Background: an optimization exercise with open tools, aiming at small area, a short achievable clock period and few clock cycles per item. Do not read the settings as production practice. Only simulation tests tie the RTL to the original design; equivalence was not proved.

==> flow/design.v (outline; a module is shown in full before it is edited, if it fits) <==
// module gz_isqrt: 13 lines
// module gz_add: 41 lines
// module gz_cordic: 44 lines
// module gz_recur: 714 lines
// module gz_post: 101 lines
// module gz_core: 36 lines
module gz_core (
  input  wire        clk,
  input  wire        rst,
  input  wire [17:0] cfg_coef,
  input  wire [17:0] cfg_sin,
  input  wire [7:0]  cfg_nm1,
  input  wire        in_valid,
  output wire        in_ready,
  input  wire [15:0] in_data,
  output wire        out_valid,
  input  wire        out_ready,
  output wire [31:0] out_re,
  output wire [31:0] out_im,
  output wire [31:0] out_mag,
  output wire [15:0] out_ph
);
  // ...
==> flow/flow/run.sh <==
#!/bin/bash
# The standard layout, with the timing repair asked to reach a setup
# slack of SETUP_SLACK_MARGIN ns at the design's clock (the clock, constraints
# and every other setting stay the standard flow's own).
set -euo pipefail
bash standard.sh SETUP_SLACK_MARGIN=7 finish > flow_make.log 2>&1
==> flow/standard.sh <==
#!/bin/bash
# synth_recipe.tcl (not shown) runs the flow's synth.tcl, then flattens the netlist and writes it again
# the make line also repeats each setting of config.mk as NAME=value (left out here)
make -C /OpenROAD-flow-scripts/flow DESIGN_CONFIG=/design/flow/config.mk WORK_HOME=/design/flow/orfs CLKGATE_MAP_FILE= SYNTH_SCRIPT=/design/flow/synth_recipe.tcl "${@:-finish}"
==> flow/config.mk <==
export PLATFORM = sky130hd
export DESIGN_NAME = gz_core
export DESIGN_NICKNAME = gz_core
export VERILOG_FILES = /design/flow/design.v
export SDC_FILE = /design/flow/constraint.sdc
export NUM_CORES = 4
export LEC_CHECK = 0
export ABC_AREA = 1
export CAP_MARGIN = 20
export CORE_MARGIN = 2
export CORE_UTILIZATION = 55
export PLACE_DENSITY = 0.7
export SLEW_MARGIN = 20
==> flow/constraint.sdc <==
create_clock -name core_clock -period 14.0 [get_ports {clk}]
set_input_delay 2.8000 -clock core_clock [delete_from_list [all_inputs] [get_ports {clk}]]
set_output_delay 2.8000 -clock core_clock [all_outputs]
set_load 0.01 [all_outputs]
==> impl_metrics.csv, run 1 <==
group,metric,value,unit
run_status,outcome,"no timing/DRC/antenna violations",
die,fp-row-count,102,
synthesis,synthArstFlopShare,0,%
clocking,path_clk_slew,0.07,ns
routing,drt_wl_total,155000,µm
synthesis,synthAdderAreaFrac,24.5,%
synthesis,synthMuxAreaShare,0.305,%
min_path,hold_path_end,"u_post.s[27]",
routing,drc_errors,0,
synthesis,synth_compound_area_share,15.9,%
grt,met2_usage,59.7,%
synthesis,syn_nets,6093,
setup_path,rr_startpoint,"u_recur.d1[20]",
setup_path,reg2reg_to,"u_recur.d1[10]",
clocking,cts_resized,46,
routing,wire_per_inst,23.9,µm
sta,fin_skew,0.0465,ns
layout,num-nonclk-inverters,842,
grt,antenna_found_initial,1,
layout,diodes,3,
synthesis,yosysMostFrequentCell,"nand2_1",
routing,dr.pass1.iters,7,
synthesis,synthTopCellsByArea,"fa_1 17%, edfxtp_1 17%, xor2_1 9.7%, nand2_1 9.1%, ha_1 7.4%",
setup_path,crit_chain,"clkinv_2 -> o22ai_1 -> xor2_1 -> fa_1 -> inv_1 -> fa_1 -> fa_1 -> fa_1 -> fa_1 -> inv_1 -> fa_1 -> inv_1 -> ha_1 -> ha_1 -> nand2_1 -> nor2_2 -> nand2_1 -> nor2_1 -> a21oi_2 -> xnor2_1 -> nand2_1 -> nand2_1",
clocking,cts_max_level,2,
sta,fmax,145,MHz
sta,setup_viol,0,
setup_path,arrival,7.41,ns
setup_path,endpoint_kind,"flip-flop",
layout,stdcell_count,6488,
setup_path,timing.critical_path.to,"u_recur.d1[10]",
synthesis,synth_top_family_by_area,"adder cells",
sta,drv_slew,0,
layout,seqCellArea,0.00954,mm²
min_path,holdCritStartpoint,"u_post.s[25]",
die,core,0.0772,mm²
die,pin_count,178,
Testbench counts, summed over its fixed seeds: cycles 12,854, items 96.
==> inputs of run 2 (changes only) <==
==> flow/flow/run.sh (replaced) <==
#!/bin/bash
# The standard layout, with the timing repair asked to reach a setup
# slack of SETUP_SLACK_MARGIN ns at the design's clock, and the port
# buffers made of the smallest buffer cell (the clock, constraints and every
# other setting stay the standard flow's own).
set -euo pipefail
bash standard.sh SETUP_SLACK_MARGIN=7 "BUFFER_PORTS_ARGS=-buffer_cell sky130_fd_sc_hd__buf_1" finish > flow_make.log 2>&1
--- a/flow/config.mk
+++ b/flow/config.mk
@@ -10,4 +10,5 @@
 export CORE_MARGIN = 2
 export CORE_UTILIZATION = 55
+export CTS_BUF_LIST = sky130_fd_sc_hd__clkbuf_8
 export PLACE_DENSITY = 0.7
 export SLEW_MARGIN = 20
==> run 2 against run 1 <==
Effect of this change:
- worst hold slack gained 0.0032 ns
- cell area shrank 2.5%
- utilization shrank 1.5 points
- final cell count grew 0.62%
- area after synthesis is the same
==> impl_metrics.csv, run 2 <==
group,metric,value,unit
run_status,outcome,"no timing/DRC/antenna violations",
layout,regMostFlops,"u_post.s",
sta,grt_setup_unrepaired,"yes",
layout,largest_reg_flops,65,
routing,via_per_inst,6.11,
sta,fmax,145,MHz
layout,num-fill-cells,7233,
sta,hold_viol_final,0,
sta,fin_skew,0.0645,ns
clocking,cts_sinks,357,
synthesis,synth_area,0.0427,mm²
sta,relSlewSlack,24.7,%
grt,grt_pass1_wl,235000,µm
layout,area.growth.synth_to_final,7.34,%
clocking,cts_max_level,3,
min_path,hold_class,"reg -> reg",
synthesis,syn_nets,6093,
sta,tightest_slew,1.12,ns
die,die_y,283,µm
setup_path,path_class,"reg -> reg",
layout,final_layout_size_suffix_gt1_share,5.98,%
routing,wire_per_inst,24.2,µm
layout,num-nets-final,6110,
die,core,0.0772,mm²
routing,drt_iter0_markers,5082,
die,pin_count,178,
routing,dr.pass1.iters,8,
synthesis,synth_cell_types,62,
synthesis,ys.flop_type,"edfxtp_1",
setup_path,cp_common_cell,"fa_1",
grt,gr-total-overflow,0,
setup_path,worst-endpoint-required,14.55,ns
grt,antenna_found_initial,3,
clocking,insertion_delay,0.72,ns
setup_path,critical_path.top_delay_family,"adder cells",
synthesis,synth_edf_count,239,
layout,reg_top3,"u_post.s x65, u_post.x x34, u_post.y x34",
synthesis,yosysMostFrequentCell,"nand2_1",
clocking,cts_tree,"done",
sta,drv_slew,0,
routing,ant_nets,0,
run,cap_violations,0,
sta,fin_setup_tns,0,ns
synthesis,synthTopCellsByArea,"fa_1 17%, edfxtp_1 17%, xor2_1 9.7%, nand2_1 9.1%, ha_1 7.4%",
clocking,path_clk_slew,0.07,ns
layout,final_cell_mix,"1,033 x nand2_1, 803 x inv_1, 462 x xor2_1",
die,fp.dieW,283,µm
min_path,hold_depth,2,
clocking,root_buffer,"clkbuf_8",
setup_path,reg2reg_depth,23,
routing,drc_errors,0,
sta,timing.final.crit_share,49.2,%
die,die-area,0.0799,mm²
setup_path,cp_max_fo,30,
synthesis,synth_top_area_cell,"fa_1",
synthesis,yosys_warnings,7,
synthesis,yosys-top-cells-count,"1,038 x nand2_1, 785 x inv_1, 474 x xor2_1",
grt,grt_pass1_vias,38403,
synthesis,synthCells,5412,
layout,final_common_cell,"nand2_1",
synthesis,synthArstFlopShare,0,%
sta,holdWs,0.418,ns
place,place_congestion,1.02,
clocking,ctsHoldBuffers,0,
setup_path,worst-path-stages,23,
grt,track_usage,39.1,%
synthesis,synth_top_area_share,17.2,%
setup_path,endpoint_kind,"flip-flop",
place,dpl.hpwl,116000,µm
synthesis,ys_seq_area_share,22.3,%
setup_path,slowest_stage,"xor2_1",
clocking,cts_buffer_depth,3,
routing,vias,39885,
setup_path,arrival,7.45,ns
synthesis,synth_seq_cells,357,
clocking,cts_buffers,69,
synthesis,synth.avg_cell_area,7.89,µm²
sta,fin_crit,6.89,ns
die,start_util,55.3,%
setup_path,max_stage_delay,0.73,ns
routing,drt_wl_total,158000,µm
place,port_buffers,177,
setup_path,crit_chain,"clkinv_1 -> buf_8 -> xor2_1 -> fa_1 -> inv_1 -> fa_1 -> fa_1 -> fa_1 -> fa_1 -> inv_1 -> fa_1 -> inv_1 -> ha_1 -> ha_1 -> a21oi_1 -> inv_1 -> a31oi_1 -> o21ai_0 -> a31oi_1 -> nand3_1 -> xor2_1 -> nand2_1 -> nand2_1",
setup_path,start_kind,"flip-flop",
die,fp-row-count,102,
setup_path,timing.critical_path.buf_inv,6,
sta,setup_viol,0,
grt,grt_max_degree,98,
run 2: cell count changes in the layout (fill, tap and decap cells not counted), moves of 4 or more:
cell,previous run,this run
a21oi_1,180,186
a21oi_2,6,1
buf_1,0,177
buf_4,78,62
clkbuf_1,4,0
clkbuf_16,46,1
clkbuf_8,3,73
clkdlybuf4s50_1,177,0
clkinv_2,16,30
clkinv_4,7,0
clkinvlp_4,18,14
inv_1,774,803
run 2: what timing repair did:
item                                   in CTS  in global routing
endpoints found under the hold margin       0                  0
setup buffers                              10                 16
setup endpoints to repair                 146                110
pin swaps                                   3                  4
cloned                                      5                  2
gates resized for setup                    57                 80
run 2: per-stage QoR:
stage               instances  worst slack [ns]  util [%]  cell area (µm²)
finish                   6528              7.11      59.4            45800
global route             6526              6.99      59.3            45800
CTS                      6505              6.95      58.7            45400
detailed placement       6364              4.77      56.6            43700
global placement         6363              5.00      56.5            43600
floorplan                5412              7.63         -            42700
run 2: cells by family after synthesis:
group                      share of synthesized area (%)
buffers and inverters                               11.0
muxes                                              0.305
and+or+nand+nor                                     14.6
AOI/OAI and AO/OA                                   15.9
DFF                                                 22.3
adders and majority gates                           24.5
xor gates and xnor gates                            11.4
run 2: worst paths after layout:
| check | from | endpoint | slack (ns) |
|---|---|---|---|
| hold / removal | u_post.s[17] | u_post.s[19] | 0.42 |
| setup reg to reg | u_recur.c_neg[2] | u_recur.d1[20] | 7.11 |
| setup / recovery | u_recur.c_neg[2] | u_recur.d1[20] | 7.11 |
| hold reg to reg | u_post.s[17] | u_post.s[19] | 0.42 |
run 2: layout make-up:
type	instances	area, µm²	share of cell area, %
diodes	4	10.0	0.0218
clock buffers	73	1000	2.19
clock inverters	53	397	0.866
inverters	842	3270	7.14
multi-input cells	3890	28700	62.7
flip-flops and latches	357	9540	20.8
well taps	1040	1300	2.84
repair buffers	266	1540	3.36
repair inverters	3	22.5	0.0491
run 2: tightest hold or removal path: cells and delay by family, from the launching register on:
| kind | cells | cell delay [ns] |
|---|---|---|
| flops | 1 | 0.31 |
| simple gates | 2 | 0.10 |
run 2: metal layers:
metal | part of all wire, % | routed length [µm] | up-vias | GRT usage (%)
met3 | 12 | 18300 | 587 | 10.2
met2 | 43 | 68300 | 2593 | 59.9
met5 | 0 | 0 | - | 0
li1 | - | - | 17817 | -
met1 | 38 | 60100 | 18888 | 49.9
met4 | 7.1 | 11200 | 0 | 22.8
==> inputs of run 3 (changes only) <==
--- a/flow/config.mk
+++ b/flow/config.mk
@@ -10,5 +10,4 @@
 export CORE_MARGIN = 2
 export CORE_UTILIZATION = 55
-export CTS_BUF_LIST = sky130_fd_sc_hd__clkbuf_8
 export PLACE_DENSITY = 0.7
 export SLEW_MARGIN = 20
==> run 3 against run 2 <==
Effect of this change:
- via count is 0.42% lower
- maximum frequency grew 0.47%
- count of clock-buffer cells in the layout down 20
- worst hold slack improved by 0.012 ns
- register-to-register slack better by 0.03 ns
==> impl_metrics.csv, run 3 <==
group,metric,value,unit
synthesis,synthMuxAreaShare,0.305,%
routing,vias,39717,
layout,final_layout_size_suffix_gt1_share,5.78,%
routing,ant_nets,0,
die,start_util,55.3,%
setup_path,critical_path.top_delay_family,"adder cells",
clocking,cts_sinks,357,
sta,fin_skew,0.0404,ns
layout,final_cell_mix,"1,033 x nand2_1, 778 x inv_1, 459 x xor2_1",
clocking,cts_buffers,46,
layout,regMostFlops,"u_post.s",
setup_path,cp_common_cell,"fa_1",
min_path,hold_path_end,"u_post.s[0]",
place,port_buffers,177,
clocking,path_clk_slew,0.06,ns
min_path,hold_depth,2,
setup_path,reg2reg_to,"u_recur.d1[20]",
setup_path,arrival,7.31,ns
die,fp-row-count,102,
run,cap_violations,0,
setup_path,path_class,"reg -> reg",
sta,grt_setup_unrepaired,"yes",
clocking,ctsHoldBuffers,0,
synthesis,syn_nets,6093,
grt,grt_pass1_wl,234000,µm
grt,grt_max_degree,98,
die,fp.dieW,283,µm
grt,antenna_found_initial,2,
grt,track_usage,38.9,%
die,die_y,283,µm
sta,fmax,146,MHz
setup_path,timing.critical_path.buf_inv,6,
clocking,cts_buffer_depth,3,
die,pin_count,178,
setup_path,start_kind,"flip-flop",
routing,dr.pass1.iters,8,
synthesis,yosysMostFrequentCell,"nand2_1",
synthesis,synth_area,0.0427,mm²
clocking,cts_tree,"done",
synthesis,synth_compound_area_share,15.9,%
synthesis,yosys_warnings,7,
run_status,outcome,"no timing/DRC/antenna violations",
sta,drv_slew,0,
synthesis,synth_xor_area_share,11.4,%
synthesis,synth_top_family_by_area,"adder cells",
synthesis,synth_top_area_cell,"fa_1",
clocking,root_buffer,"clkbuf_16",
place,dpl.hpwl,116000,µm
sta,setup_viol,0,
synthesis,ys.flop_type,"edfxtp_1",
place,place_congestion,1.02,
synthesis,synth_edf_count,239,
layout,reg_top3,"u_post.s x65, u_post.x x34, u_post.y x34",
synthesis,synthSimpleGateAreaFrac,14.6,%
sta,hold_viol_final,0,
die,die-area,0.0799,mm²
synthesis,synthTopCellsByArea,"fa_1 17%, edfxtp_1 17%, xor2_1 9.7%, nand2_1 9.1%, ha_1 7.4%",
routing,drt_wl_total,157000,µm
layout,fin_util,59.7,%
setup_path,slowest_stage,"xor2_1",
synthesis,synth_top_area_share,17.2,%
synthesis,synth_seq_cells,357,
layout,num-nets-final,6089,
setup_path,r2r_slack,7.14,ns
min_path,hold_class,"reg -> reg",
synthesis,yosys-top-cells-count,"1,038 x nand2_1, 785 x inv_1, 474 x xor2_1",
min_path,holdCritStartpoint,"u_post.s[2]",
synthesis,synth_cell_types,62,
layout,area.growth.synth_to_final,7.95,%
routing,drc_errors,0,
grt,grt_pass1_vias,38124,
clocking,cts_max_level,2,
sta,tightest_slew,1.12,ns
routing,wire_per_inst,24.3,µm
die,core,0.0772,mm²
grt,gr-total-overflow,0,
setup_path,reg2reg_depth,23,
routing,drt_iter0_markers,4737,
setup_path,worst-endpoint-required,14.45,ns
setup_path,rr_startpoint,"u_recur.c_neg[2]",
synthesis,ys_seq_area_share,22.3,%
layout,final_common_cell,"nand2_1",
sta,fin_crit,6.86,ns
sta,timing.final.crit_share,49.0,%
sta,fin_setup_tns,0,ns
setup_path,crit_chain,"clkinv_1 -> buf_8 -> xor2_1 -> fa_1 -> inv_1 -> fa_1 -> fa_1 -> fa_1 -> fa_1 -> inv_1 -> fa_1 -> inv_1 -> ha_1 -> ha_1 -> a21oi_1 -> inv_1 -> a31oi_1 -> o21ai_0 -> a31oi_1 -> nand3_1 -> xor2_1 -> nand2_1 -> nand2_1",
clocking,insertion_delay,0.63,ns
setup_path,max_stage_delay,0.70,ns
synthesis,synthAdderAreaFrac,24.5,%
synthesis,synth.avg_cell_area,7.89,µm²
routing,via_per_inst,6.12,
setup_path,cp_max_fo,30,
layout,largest_reg_flops,65,
synthesis,synthArstFlopShare,0,%
synthesis,synthCells,5412,
setup_path,endpoint_kind,"flip-flop",
sta,relSlewSlack,24.9,%
[run 3: cell counts after synthesis]
Identical to the previous run, type by type.
[run 3: per-stage QoR]
step / setup WS, ns / cell area [µm²] / instances / hold WS, ns
6_report: 7.14 / 46100 / 6488 / 0.430
5_1_grt: 6.96 / 46100 / 6486 / 0.456
4_1_cts: 6.98 / 45600 / 6464 / 0.437
3_5_place_dp: 4.77 / 43700 / 6364 / 0.425
3_3_place_gp: 5.00 / 43600 / 6363 / 0.405
2_1_floorplan: 7.63 / 42700 / 5412 / 0.396
[run 3: what timing repair did]
action                                  4_1_cts  5_1_grt
setup buffers                                 9       19
cloned                                        5        2
pin swaps                                     2        6
gates resized for setup                      58       80
endpoints found under the setup margin      138      109
[run 3: worst max-delay path by stage]
stage,startpoint,cells after the start,end
finish,u_recur.c_neg[2],23,u_recur.d1[20]
global route,u_post.k[1],37,u_post.y[29]
detailed placement,u_post.k[1],32,u_post.x[30]
CTS,u_recur.c_two[1],25,u_recur.d1[30]
global placement,u_post.k[1],32,u_post.x[30]
floorplan,u_recur.c_neg[8],28,u_recur.d1[18]
[run 3: layer usage]
layer | wire [µm] | vias up | track usage [%]
li1 | - | 17763 | -
met1 | 59800 | 18859 | 49.6
met2 | 68600 | 2552 | 60.1
met3 | 18400 | 539 | 10.2
met4 | 10500 | 4 | 21.6
met5 | 23 | - | 0
[run 3: area by class of cell]
cell class / count / area (µm²)
multi-input cells: 3890 / 28800
fillers: 7145 / 31100
diodes: 2 / 5.00
repair buffers: 268 / 1560
well taps: 1040 / 1300
repair inverters: 3 / 22.5
clock inverters: 33 / 422
inverters: 842 / 3270
flip-flops and latches: 357 / 9540
clock buffers: 53 / 1200
[run 3: worst register-to-register path: cells and delay by family, from the launching register on]
kind | cells | cell delay (ns)
DFF | 1 | 0.59
buffers and inverters | 6 | 0.63
adders and majority gates | 8 | 3.43
xor gates and xnor gates | 2 | 0.97
AOI/OAI and AO/OA | 4 | 0.73
and+or+nand+nor | 3 | 0.36
[run 3: cell families after synthesis]
group,count (synthesis)
AO/OA/AOI/OAI,1175
multiplexers,13
buffers and inverters,1168
adder cells (fa/ha/maj),617
AND/OR/NAND/NOR,1539
XOR/XNOR,543
flip-flops,357

[re-timing with driven ports]
How much do the figures lean on ideal ports? The routed layouts below were timed once more, with nothing changed but the port constraints.
Step 1 (the two cells are an assumption about what drives the block):
set clk [get_ports {clk}]
set_driving_cell -lib_cell sky130_fd_sc_hd__clkbuf_16 $clk
set_driving_cell -lib_cell sky130_fd_sc_hd__buf_2 [delete_from_list [all_inputs] $clk]
Step 2, shift: input delay + t, output delay - t, t = (earliest + latest rising clock arrival at the registers) / 2. This alone moves slack from input paths to output paths.
Slacks: ideal ports / drivers / drivers and shift; pairs: ideal ports / drivers.
run | t (ns) | setup slack, ns | worst setup path after step 2
run 1 | 0.686 | 7.095 / 7.095 / 6.498 | input to register
run 2 | 0.760 | 7.106 / 7.106 / 6.819 | input to register
run 3 | 0.677 | 7.138 / 7.138 / 6.821 | input to register
After both steps setup and hold are still met in every run listed. For run 1, which loses most, drivers alone change the setup slack by 0.000 ns; drivers and shift together by -0.597 ns.
